Background: an optimization exercise with open tools, aiming at small area. Do not read the settings as production practice.
Function not checked in this run: the RTL went through the layout flow alone.
No activity file was given, so power comes from the tool's default toggle rates.

==> design/flow/config.mk <==
export PLATFORM = sky130hd
export DESIGN_NAME = xmodem_tx
export DESIGN_NICKNAME = xmodem_tx
export VERILOG_FILES = /design/flow/design.v
export SDC_FILE = /design/flow/constraint.sdc
export NUM_CORES = 4
export LEC_CHECK = 0
export CAP_MARGIN = 20
export CORE_MARGIN = 2
export CORE_UTILIZATION = 40
export SLEW_MARGIN = 20
==> design/flow/constraint.sdc <==
create_clock -name core_clock -period 8.0 [get_ports {clk}]
set_input_delay 1.6000 -clock core_clock [delete_from_list [all_inputs] [get_ports {clk}]]
set_output_delay 1.6000 -clock core_clock [all_outputs]
set_load 0.01 [all_outputs]
==> design/flow/design.v <==
module xt_fifo #(
    parameter W     = 8,
    parameter DEPTH = 4,
    parameter AW    = 2
) (
    input  wire           clk,
    input  wire           rst,
    input  wire [1:0]     push_n,    
    input  wire [W-1:0]   push_d0,
    input  wire [W-1:0]   push_d1,
    input  wire [W-1:0]   push_d2,
    input  wire           pop,
    output wire           empty,
    output wire [AW:0]    count,
    output wire [W-1:0]   head
);
    reg [W-1:0]  mem [0:DEPTH-1];
    reg [AW-1:0] rd_ptr;
    reg [AW-1:0] wr_ptr;
    reg [AW:0]   cnt;
    wire do_pop = pop && (cnt != 0);
    assign empty = (cnt == 0);
    assign count = cnt;
    assign head  = mem[rd_ptr];
    always @(posedge clk) begin
        if (rst) begin
            rd_ptr <= 0;
            wr_ptr <= 0;
            cnt    <= 0;
        end else begin
            if (push_n >= 2'd1) mem[wr_ptr]          <= push_d0;
            if (push_n >= 2'd2) mem[wr_ptr + 1'b1]   <= push_d1;
            if (push_n >= 2'd3) mem[wr_ptr + 2'd2]   <= push_d2;
            wr_ptr <= wr_ptr + push_n;
            if (do_pop) rd_ptr <= rd_ptr + 1'b1;
            cnt <= cnt + push_n - do_pop;
        end
    end
endmodule
module xt_rxring #(
    parameter CAP = 16,
    parameter AW  = 4
) (
    input  wire       clk,
    input  wire       rst,
    input  wire       push,
    input  wire [7:0] push_d,
    input  wire       consume,      
    input  wire       clr_ovf,      
    output wire       nonempty,
    output wire [7:0] head,
    output reg        overflow
);
    reg [7:0]    buf_mem [0:CAP-1];
    reg [AW-1:0] rd_off;
    reg [AW-1:0] wr_off;
    wire [AW-1:0] wr_next = (wr_off == CAP - 1) ? {AW{1'b0}} : wr_off + 1'b1;
    wire [AW-1:0] rd_next = (rd_off == CAP - 1) ? {AW{1'b0}} : rd_off + 1'b1;
    wire          full    = (wr_next == rd_off);
    assign nonempty = (rd_off != wr_off);
    assign head     = buf_mem[rd_off];
    always @(posedge clk) begin
        if (rst) begin
            rd_off   <= 0;
            wr_off   <= 0;
            overflow <= 1'b0;
        end else begin
            if (clr_ovf) overflow <= 1'b0;
            if (push) begin
                if (full) begin
                    overflow <= 1'b1;
                end else begin
                    buf_mem[wr_off] <= push_d;
                    wr_off          <= wr_next;
                end
            end
            if (consume) rd_off <= rd_next;
        end
    end
endmodule
module xmodem_tx #(
    parameter [7:0]  MAX_RETRIES = 8'd10,
    parameter [31:0] ACK_TIMEOUT = 32'd200
) (
    input  wire        clk,
    input  wire        rst,
    input  wire        rx_valid,
    input  wire [7:0]  rx_data,
    output wire        tx_valid,
    output wire [7:0]  tx_data,
    input  wire        tx_pop,
    input  wire        tick,
    input  wire        cmd_valid,
    input  wire [7:0]  cmd_op,
    input  wire [15:0] cmd_arg,
    output reg         rsp_valid,
    output reg  [1:0]  rsp_status,
    output reg  [63:0] rsp_data,
    output wire [9:0]  buf_raddr,
    input  wire [7:0]  buf_rdata,
    output wire        irq
);
    localparam [3:0] S_IDLE = 4'd0, S_AWAIT_MODE = 4'd1, S_WAIT_FRAME = 4'd2,
                     S_SEND_HEADER = 4'd3, S_SEND_SEQ = 4'd4, S_SEND_CSEQ = 4'd5,
                     S_SEND_DATA = 4'd6, S_SEND_CHECKSUM = 4'd7, S_AWAIT_ACK = 4'd8,
                     S_AWAIT_EOT_ACK = 4'd9, S_DONE = 4'd10, S_CANCELLED = 4'd11,
                     S_FAILED = 4'd12;
    localparam [7:0] OP_REG_READ = 8'h01, OP_EV_POP = 8'h03, OP_XT_START = 8'h30,
                     OP_XT_SEND_FRAME = 8'h31, OP_XT_OVER = 8'h32, OP_XT_CANCEL = 8'h33,
                     OP_XT_CLR_OVF = 8'h34;
    localparam [1:0] ST_OK = 2'd0, ST_BUSY = 2'd1, ST_INVALID = 2'd2, ST_EMPTY = 2'd3;
    localparam [7:0] EV_READY = 8'h30, EV_ACKED = 8'h31, EV_DONE = 8'h32,
                     EV_CANCELLED = 8'h33, EV_RETRIES = 8'h34, EV_TIMEOUT = 8'h35;
    localparam [7:0] B_SOH = 8'h01, B_STX = 8'h02, B_EOT = 8'h04, B_ACK = 8'h06,
                     B_NAK = 8'h15, B_CAN = 8'h18, B_SUB = 8'h1A, B_C = 8'h43;
    localparam TXQ_CAP = 4;
    localparam EVQ_CAP = 4;
    reg [3:0]  state;
    reg        mode;
    reg [7:0]  seq;
    reg [10:0] data_len;
    reg        short_f;
    reg [10:0] sent;
    reg        tidx;
    reg [7:0]  retry;
    reg [31:0] total;
    reg [31:0] timer;
    reg [15:0] crc_acc;       
    reg [7:0]  sum_acc;       
    reg        tick_pend;
    wire       ring_nonempty;
    wire [7:0] ring_head;
    wire       rx_overflow;
    wire [2:0] txq_count;
    wire       txq_empty;
    wire [7:0] txq_head;
    wire [2:0]  evq_count;
    wire        evq_empty;
    wire [63:0] evq_head;
    wire [2:0] tx_room = TXQ_CAP - txq_count;
    wire [2:0] ev_room = EVQ_CAP - evq_count;
    wire [10:0] frame_size = mode ? 11'd1024 : 11'd128;
    function [15:0] step_ccitt;
        input [15:0] c;
        input [7:0]  b;
        integer i;
        reg [15:0] x;
        begin
            x = c ^ {b, 8'h00};
            for (i = 0; i < 8; i = i + 1)
                x = x[15] ? ((x << 1) ^ 16'h1021) : (x << 1);
            step_ccitt = x;
        end
    endfunction
    function is_active;
        input [3:0] s;
        is_active = (s >= S_AWAIT_MODE) && (s <= S_AWAIT_EOT_ACK);
    endfunction
    function is_send;
        input [3:0] s;
        is_send = (s >= S_SEND_HEADER) && (s <= S_SEND_CHECKSUM);
    endfunction
    reg [3:0]  n_state;
    reg        n_mode;
    reg [7:0]  n_seq;
    reg [10:0] n_data_len;
    reg        n_short_f;
    reg [10:0] n_sent;
    reg        n_tidx;
    reg [7:0]  n_retry;
    reg [31:0] n_total;
    reg [31:0] n_timer;
    reg [15:0] n_crc_acc;
    reg [7:0]  n_sum_acc;
    reg [1:0]  tx_push_n;
    reg [7:0]  tx_push_b;
    reg        ev_push;
    reg [63:0] ev_rec;
    reg        ev_pop;
    reg        clr_ovf;
    reg        consume;
    reg        tick_done;
    reg        byte_held;
    reg        n_rsp_valid;
    reg [1:0]  n_rsp_status;
    reg [63:0] n_rsp_data;
    reg [7:0]  b;
    reg [7:0]  data_byte;
    wire [31:0] reg_xt_status = {6'd0, txq_empty, tidx, retry, seq, (timer != 32'd0),
                                 rx_overflow, short_f, mode, state};
    wire [31:0] reg_xt_count  = {5'd0, data_len, 5'd0, sent};
    assign buf_raddr = sent[9:0];
    task can_cancel;
        begin
            if (ev_room < 1) byte_held = 1'b1;
            else begin
                ev_push = 1'b1;
                ev_rec  = {48'd0, seq, EV_CANCELLED};
                n_state = S_CANCELLED;
                n_timer = 32'd0;
            end
        end
    endtask
    task exhausted;
        begin
            if (tx_room < 3 || ev_room < 1) byte_held = 1'b1;
            else begin
                tx_push_n = 2'd3;
                tx_push_b = B_CAN;
                ev_push   = 1'b1;
                ev_rec    = {48'd0, seq, EV_RETRIES};
                n_state   = S_FAILED;
                n_timer   = 32'd0;
            end
        end
    endtask
    always @(*) begin
        n_state      = state;
        n_mode       = mode;
        n_seq        = seq;
        n_data_len   = data_len;
        n_short_f    = short_f;
        n_sent       = sent;
        n_tidx       = tidx;
        n_retry      = retry;
        n_total      = total;
        n_timer      = timer;
        n_crc_acc    = crc_acc;
        n_sum_acc    = sum_acc;
        tx_push_n    = 2'd0;
        tx_push_b    = 8'h00;
        ev_push      = 1'b0;
        ev_rec       = 64'd0;
        ev_pop       = 1'b0;
        clr_ovf      = 1'b0;
        consume      = 1'b0;
        tick_done    = 1'b0;
        byte_held    = 1'b0;
        n_rsp_valid  = 1'b0;
        n_rsp_status = ST_OK;
        n_rsp_data   = 64'd0;
        b            = ring_head;
        data_byte    = (sent < data_len) ? buf_rdata : B_SUB;
        if (cmd_valid) begin
            n_rsp_valid = 1'b1;
            case (cmd_op)
                OP_REG_READ: begin
                    case (cmd_arg[7:0])
                        8'h06:   n_rsp_data = {32'd0, reg_xt_status};
                        8'h07:   n_rsp_data = {32'd0, reg_xt_count};
                        8'h08:   n_rsp_data = {32'd0, total};
                        8'h09:   n_rsp_data = {32'd0, timer};
                        default: n_rsp_status = ST_INVALID;
                    endcase
                end
                OP_EV_POP: begin
                    if (cmd_arg[7:0] != 8'd2) n_rsp_status = ST_INVALID;
                    else if (evq_empty)   n_rsp_status = ST_EMPTY;
                    else begin
                        n_rsp_data = evq_head;
                        ev_pop     = 1'b1;
                    end
                end
                OP_XT_START: begin
                    if (is_active(state)) n_rsp_status = ST_BUSY;
                    else begin
                        n_mode     = 1'b0;
                        n_seq      = 8'h01;
                        n_retry    = 8'd0;
                        n_total    = 32'd0;
                        n_data_len = 11'd0;
                        n_short_f  = 1'b0;
                        n_sent     = 11'd0;
                        n_tidx     = 1'b0;
                        n_timer    = 32'd0;
                        n_state    = S_AWAIT_MODE;
                    end
                end
                OP_XT_SEND_FRAME: begin
                    if (!is_active(state))                          n_rsp_status = ST_INVALID;
                    else if (state != S_WAIT_FRAME)                 n_rsp_status = ST_BUSY;
                    else if (cmd_arg == 16'd0 || cmd_arg > {5'd0, frame_size})
                                                                    n_rsp_status = ST_INVALID;
                    else begin
                        n_data_len = cmd_arg[10:0];
                        n_short_f  = (cmd_arg[10:0] < frame_size);
                        n_sent     = 11'd0;
                        n_tidx     = 1'b0;
                        n_retry    = 8'd0;
                        n_state    = S_SEND_HEADER;
                    end
                end
                OP_XT_OVER: begin
                    if (!is_active(state))           n_rsp_status = ST_INVALID;
                    else if (state != S_WAIT_FRAME)  n_rsp_status = ST_BUSY;
                    else if (tx_room < 1)            n_rsp_status = ST_BUSY;
                    else begin
                        tx_push_n = 2'd1;
                        tx_push_b = B_EOT;
                        n_retry   = 8'd0;
                        n_state   = S_AWAIT_EOT_ACK;
                        n_timer   = ACK_TIMEOUT;
                    end
                end
                OP_XT_CANCEL: begin
                    if (!is_active(state))  n_rsp_status = ST_INVALID;
                    else if (tx_room < 3)   n_rsp_status = ST_BUSY;
                    else begin
                        tx_push_n = 2'd3;
                        tx_push_b = B_CAN;
                        n_state   = S_CANCELLED;
                        n_timer   = 32'd0;
                    end
                end
                OP_XT_CLR_OVF: begin
                    clr_ovf = 1'b1;
                end
                default: n_rsp_status = ST_INVALID;
            endcase
        end else if (tick_pend && !(timer == 32'd1 && (tx_room < 3 || ev_room < 1))) begin
            tick_done = 1'b1;
            if (timer == 32'd0) begin
            end else if (timer > 32'd1) begin
                n_timer = timer - 32'd1;
            end else begin
                n_timer   = 32'd0;
                tx_push_n = 2'd3;
                tx_push_b = B_CAN;
                ev_push   = 1'b1;
                ev_rec    = {48'd0, seq, EV_TIMEOUT};
                n_state   = S_FAILED;
            end
        end else begin
            if (ring_nonempty) begin
                case (state)
                    S_AWAIT_MODE: begin
                        if (b == B_C || b == B_NAK) begin
                            if (ev_room < 1) byte_held = 1'b1;
                            else begin
                                n_mode  = (b == B_C);
                                ev_push = 1'b1;
                                ev_rec  = {48'd0, 7'd0, (b == B_C), EV_READY};
                                n_state = S_WAIT_FRAME;
                            end
                        end else if (b == B_CAN) begin
                            can_cancel;
                        end
                    end
                    S_WAIT_FRAME, S_SEND_HEADER, S_SEND_SEQ, S_SEND_CSEQ,
                    S_SEND_DATA, S_SEND_CHECKSUM: begin
                        if (b == B_CAN) can_cancel;
                    end
                    S_AWAIT_ACK: begin
                        case (b)
                            B_ACK: begin
                                if (ev_room < 1 || (short_f && tx_room < 1)) byte_held = 1'b1;
                                else begin
                                    ev_push = 1'b1;
                                    ev_rec  = {24'd0, 7'd0, short_f, 5'd0, data_len, seq, EV_ACKED};
                                    n_total = total + {21'd0, data_len};
                                    n_seq   = seq + 8'd1;
                                    n_retry = 8'd0;
                                    if (short_f) begin
                                        tx_push_n = 2'd1;
                                        tx_push_b = B_EOT;
                                        n_state   = S_AWAIT_EOT_ACK;
                                        n_timer   = ACK_TIMEOUT;
                                    end else begin
                                        n_state   = S_WAIT_FRAME;
                                        n_timer   = 32'd0;
                                    end
                                end
                            end
                            B_NAK: begin
                                if (retry == MAX_RETRIES) exhausted;
                                else begin
                                    n_retry = retry + 8'd1;
                                    n_sent  = 11'd0;
                                    n_tidx  = 1'b0;
                                    n_state = S_SEND_HEADER;
                                    n_timer = 32'd0;
                                end
                            end
                            B_CAN:   can_cancel;
                            default: n_timer = ACK_TIMEOUT;
                        endcase
                    end
                    S_AWAIT_EOT_ACK: begin
                        case (b)
                            B_ACK: begin
                                if (ev_room < 1) byte_held = 1'b1;
                                else begin
                                    ev_push = 1'b1;
                                    ev_rec  = {total, 24'd0, EV_DONE};
                                    n_state = S_DONE;
                                    n_timer = 32'd0;
                                end
                            end
                            B_NAK: begin
                                if (retry == MAX_RETRIES) exhausted;
                                else if (tx_room < 1) byte_held = 1'b1;
                                else begin
                                    n_retry   = retry + 8'd1;
                                    tx_push_n = 2'd1;
                                    tx_push_b = B_EOT;
                                    n_timer   = ACK_TIMEOUT;
                                end
                            end
                            B_CAN:   can_cancel;
                            default: n_timer = ACK_TIMEOUT;
                        endcase
                    end
                    default: ;    
                endcase
                if (byte_held) begin
                    n_state   = state;
                    n_mode    = mode;
                    n_seq     = seq;
                    n_sent    = sent;
                    n_tidx    = tidx;
                    n_retry   = retry;
                    n_total   = total;
                    n_timer   = timer;
                    tx_push_n = 2'd0;
                    ev_push   = 1'b0;
                end else begin
                    consume = 1'b1;
                end
            end
            if (!consume && is_send(state) && tx_room >= 1) begin
                tx_push_n = 2'd1;
                case (state)
                    S_SEND_HEADER: begin
                        tx_push_b = mode ? B_STX : B_SOH;
                        n_state   = S_SEND_SEQ;
                    end
                    S_SEND_SEQ: begin
                        tx_push_b = seq;
                        n_state   = S_SEND_CSEQ;
                    end
                    S_SEND_CSEQ: begin
                        tx_push_b = ~seq;
                        n_sent    = 11'd0;
                        n_crc_acc = 16'h0000;
                        n_sum_acc = 8'h00;
                        n_state   = S_SEND_DATA;
                    end
                    S_SEND_DATA: begin
                        tx_push_b = data_byte;
                        n_sent    = sent + 11'd1;
                        n_crc_acc = step_ccitt(crc_acc, data_byte);
                        n_sum_acc = sum_acc + data_byte;
                        if (sent + 11'd1 == frame_size) begin
                            n_tidx  = 1'b0;
                            n_state = S_SEND_CHECKSUM;
                        end
                    end
                    default: begin    
                        if (!mode) begin
                            tx_push_b = sum_acc;
                            n_state   = S_AWAIT_ACK;
                            n_timer   = ACK_TIMEOUT;
                        end else if (!tidx) begin
                            tx_push_b = crc_acc[15:8];
                            n_tidx    = 1'b1;
                        end else begin
                            tx_push_b = crc_acc[7:0];
                            n_tidx    = 1'b0;
                            n_state   = S_AWAIT_ACK;
                            n_timer   = ACK_TIMEOUT;
                        end
                    end
                endcase
            end
        end
    end
    always @(posedge clk) begin
        if (rst) begin
            state      <= S_IDLE;
            mode       <= 1'b0;
            seq        <= 8'h01;
            data_len   <= 11'd0;
            short_f    <= 1'b0;
            sent       <= 11'd0;
            tidx       <= 1'b0;
            retry      <= 8'd0;
            total      <= 32'd0;
            timer      <= 32'd0;
            crc_acc    <= 16'd0;
            sum_acc    <= 8'd0;
            tick_pend  <= 1'b0;
            rsp_valid  <= 1'b0;
            rsp_status <= ST_OK;
            rsp_data   <= 64'd0;
        end else begin
            state      <= n_state;
            mode       <= n_mode;
            seq        <= n_seq;
            data_len   <= n_data_len;
            short_f    <= n_short_f;
            sent       <= n_sent;
            tidx       <= n_tidx;
            retry      <= n_retry;
            total      <= n_total;
            timer      <= n_timer;
            crc_acc    <= n_crc_acc;
            sum_acc    <= n_sum_acc;
            tick_pend  <= (tick_pend && !tick_done) || tick;
            rsp_valid  <= n_rsp_valid;
            rsp_status <= n_rsp_status;
            rsp_data   <= n_rsp_data;
        end
    end
    xt_rxring #(.CAP(16), .AW(4)) u_ring (
        .clk      (clk),
        .rst      (rst),
        .push     (rx_valid),
        .push_d   (rx_data),
        .consume  (consume),
        .clr_ovf  (clr_ovf),
        .nonempty (ring_nonempty),
        .head     (ring_head),
        .overflow (rx_overflow)
    );
    xt_fifo #(.W(8), .DEPTH(TXQ_CAP), .AW(2)) u_txq (
        .clk     (clk),
        .rst     (rst),
        .push_n  (tx_push_n),
        .push_d0 (tx_push_b),
        .push_d1 (tx_push_b),
        .push_d2 (tx_push_b),
        .pop     (tx_pop),
        .empty   (txq_empty),
        .count   (txq_count),
        .head    (txq_head)
    );
    xt_fifo #(.W(64), .DEPTH(EVQ_CAP), .AW(2)) u_evq (
        .clk     (clk),
        .rst     (rst),
        .push_n  ({1'b0, ev_push}),
        .push_d0 (ev_rec),
        .push_d1 (64'd0),
        .push_d2 (64'd0),
        .pop     (ev_pop),
        .empty   (evq_empty),
        .count   (evq_count),
        .head    (evq_head)
    );
    assign tx_valid = !txq_empty;
    assign tx_data  = txq_head;
    assign irq      = !evq_empty;
endmodule
==> design/flow/run.sh <==
#!/bin/bash
# synth_recipe.tcl (not shown) runs the flow's synth.tcl, then flattens the netlist and writes it again
# the make line also repeats each setting of config.mk as NAME=value (left out here)
make -C /OpenROAD-flow-scripts/flow DESIGN_CONFIG=/design/flow/config.mk WORK_HOME=/design/flow/orfs CLKGATE_MAP_FILE= SYNTH_SCRIPT=/design/flow/synth_recipe.tcl finish
==> results.yml <==
worst_setup_path:
  required_ns: 8.29
  path_class: "register to register"
  regToRegEndpoint: "u_evq.mem[3][50]"
  cp_max_fo: 31
  critPathCaptureType: "register"
  start_kind: "register"
  arrival_ns: 6.15
  reg2reg_depth: 13
  r2r_slack_ns: 2.14
global_route:
  grt_pass1_vias: 19300
  antenna_found_initial: 1
  overflow: 0
  track_usage_pct: 21.6
  grt_pass1_wl_um: 118000
  grt_start_max_net_pins: 63
sta:
  whs_ns: 0.481
  fmax_mhz: 171
  min_period_ns: 5.86
  drv_slew: 0
  finalSetupViolCount: 0
  final-hold-violation-count: 0
  timing.final.crit_share_pct: 73.3
  fin_tns_setup_ns: 0
  tightestPinTransition_ns: 1.12
  slew_headroom_pct: 25.2
  fin_skew_ns: 0.0222
  rsz0062_at_grt: "false"
final_layout:
  fill_cells: 6238
  regArea_mm2: 0.0161
  multi_input_area_mm2: 0.0110
  layout.nets: 2521
  syn_to_final_growth_pct: 15.8
  layout.cells.non_filler: 3403
  drive_gt1_share_pct: 11.9
logic_synthesis:
  async_flop_share_pct: 0
  yosys-top-cells-count: "edfxtp_1 (380), dfxtp_1 (232), nor2_1 (199)"
  ys_seq_area_share_pct: 57.7
  ys_seq_elements: 612
  postSynthCellCount: 2326
  ys.warnings.count: 4
  syn-cell-area_mm2: 0.0278
  ys_top_cells_by_area: "edfxtp_1 (41%), dfxtp_1 (17%), mux4_2 (7.8%)"
  yosys_most_used_dff: "edfxtp_1"
  syn_nets: 2429
  ys_types: 88
  synth_edf_count: 380
  synth_top_area_share_pct: 41.0
  syn_area_per_cell_um2: 12.0
  synth.most_common_cell: "edfxtp_1"
  yosys.area.top_type: "edfxtp_1"
routing:
  ant_nets: 0
  vias: 19600
  post_drt_wl_per_cell_um: 22.6
  drt_pass1_iterations: 7
  post-route-drc-count: 0
  avgViaCountPerCell: 5.76
  drtIter0Drc: 1888
  drt_wl_total_um: 76900
place:
  gp_congestion: 0.942
  dp.cells: 3279
  dp_hpwl_um: 52900
  port_buffers: 132
clock_tree:
  root_buffer: "clkbuf_16"
  htree_levels: 3
  cts.sinks: 612
  clock_latency_ns: 0.61
  cts_hold_buf: 0
  cts_setup_buffers: 0
  cts_tree: "yes"
  clockBufferDepth: 3
  clkSlewWorstSetupHoldPaths_ns: 0.06
  ctsResizeCount: 0
  cts_buffers: 68
floorplanning:
  rows: 96
  pin_count: 133
  die_w_um: 268
  die-height_um: 268
  fp.coreArea_mm2: 0.0687
  initial_core_util_pct: 40.5
  die-area_mm2: 0.0717
flow_run:
  drv_cap: 0
hold_path:
  hold_class: "register to register"
  worstHoldPathCells: 2
  min-delay-start: "sum_acc[6]"
  whs_endpoint: "sum_acc[6]"
pwr:
  ir_drop_mv: 0.213
  leakage_nw: 10.6
  power.density_mw_per_mm2: 236
outcome:
  outcome: "finished clean"
-- routing by layer --
metal,GRT usage (%),vias to the layer above,wire (um)
met5,0,-,18
met4,7.31,2,2450
met3,4.14,167,4860
met2,35.0,665,36600
met1,29.1,9776,33000
li1,-,8979,-
-- metrics by stage --
| stage | worst slack (ns) | utilization, % | instance area (um2) | power [mW] |
|---|---|---|---|---|
| finish | 2.14 | 46.9 | 32200 | 7.59 |
| global route | 1.70 | 46.9 | 32200 | 7.89 |
| CTS | 1.77 | 46.9 | 32200 | 7.65 |
| detailed placement | 1.82 | 43.7 | 30000 | 4.56 |
| global placement | 1.94 | 43.7 | 30000 | 4.55 |
| floorplan | 1.19 | - | 27800 | 4.21 |
-- placed cells by master, fill, tap and decap left out, types with 8 or more instances in the layout --
| master | count |
|---|---|
| edfxtp_1 | 380 |
| dfxtp_1 | 229 |
| nor2_1 | 197 |
| nand2_1 | 175 |
| a21oi_1 | 154 |
| clkdlybuf4s50_1 | 131 |
| mux4_2 | 96 |
| o21ai_0 | 88 |
| clkbuf_16 | 69 |
| inv_1 | 68 |
| and2_1 | 61 |
| nand3_1 | 60 |
| and3_1 | 57 |
| ha_1 | 53 |
| nor3_1 | 50 |
| xnor2_1 | 50 |
| xor2_1 | 37 |
| or3_1 | 32 |
| buf_4 | 32 |
| a222oi_1 | 27 |
| a31oi_1 | 26 |
| nor2b_1 | 20 |
| a311oi_1 | 20 |
| nand4_1 | 17 |
| a31o_2 | 17 |
| nand2b_1 | 16 |
| a22o_1 | 15 |
| a22oi_1 | 15 |
| nor4_1 | 14 |
| mux2i_1 | 14 |
| clkinv_2 | 13 |
| or4_1 | 11 |
| a21o_1 | 11 |
| o21bai_1 | 11 |
| clkbuf_1 | 11 |
| o22ai_1 | 9 |
| and4_1 | 8 |
| o21a_1 | 8 |
-- flip-flops by register name, summed over array words and instances (netlist names), 11 cells and up, named ones only --
register        cells
data_len           11
total              32
sent               11
rsp_data           64
u_ring.buf_mem    128
u_txq.mem          32
crc_acc            16
timer              32
u_evq.mem         220
-- worst max-delay path, stage by stage, from the launching register on --
cell and delay [ns]:
dfxtp_4 0.73, mux4_2 0.57, a22o_1 0.27, or3b_2 0.49
nor3_1 0.57, nand2_1 0.32, nor3_1 0.36, o21ai_0 0.16
nand2_1 0.11, o21ai_0 0.14, a21o_1 0.33, inv_1 0.16
and4_2 0.91, buf_4 0.38
-- power by group --
part	switching, mW	internal, mW	total, mW
Clock	1.27	1.81	3.08
Combinational	0.635	0.366	1.00
Sequential	0.106	3.40	3.51
Total	2.01	5.58	7.59
-- worst max path at each step --
stage	start	endpoint	slack (ns)	cells past startpoint
after global routing	register	u_evq.mem[3][49]	1.70	13
after detailed placement	register	u_evq.mem[3][49]	1.82	13
after CTS	register	u_evq.mem[3][47]	1.77	13
after global placement	register	u_evq.mem[3][50]	1.94	13
after floorplan	register	u_evq.mem[1][0]	1.19	15
final	register	u_evq.mem[3][50]	2.14	13
-- logic make-up after synthesis --
| family | Yosys count | share of synthesized area, % |
|---|---|---|
| fa+ha+maj | 60 | 2.79 |
| simple gates | 765 | 13.8 |
| xor+xnor | 87 | 2.74 |
| flops | 612 | 57.7 |
| compound gates | 482 | 11.5 |
| mux | 110 | 8.27 |
| buf+inv | 210 | 3.17 |
-- cell type report --
cell class,count,area share [%]
Antenna cell,1,0.00777
Clock buffer,86,5.74
Clock inverter,37,1.10
Inverter,69,0.804
Multi-Input combinational cell,1504,34.0
Sequential cell,612,49.9
Tap cell,931,3.62
Timing Repair Buffer,163,4.82

==> re-timing with driven ports <==
The flow's constraints put no driver on any port. The routed layout listed below was extracted and timed again, unchanged, in two steps.
Step 1, drivers: a clkbuf_16 drives clk and a buf_2 each remaining input, both assumed.
Step 2 moves the port delays by t, midway between the first and last clock arrival at a register: inputs arrive t later, outputs are due t later. That takes back most of the time a late clock gives input paths.
Slacks: no drivers / after step 1 / after step 2; pairs: no drivers / after step 1.
shift t [ns]: 0.665
setup WS [ns]: 2.137 / 2.137 / 2.137
worst hold slack (ns): 0.481 / 0.481 / 0.481
cell pins on the clock port's net: 1
After both steps setup and hold are still met in this run. The setup slack of this run moves by 0.000 ns with the drivers and by 0.000 ns with both steps.
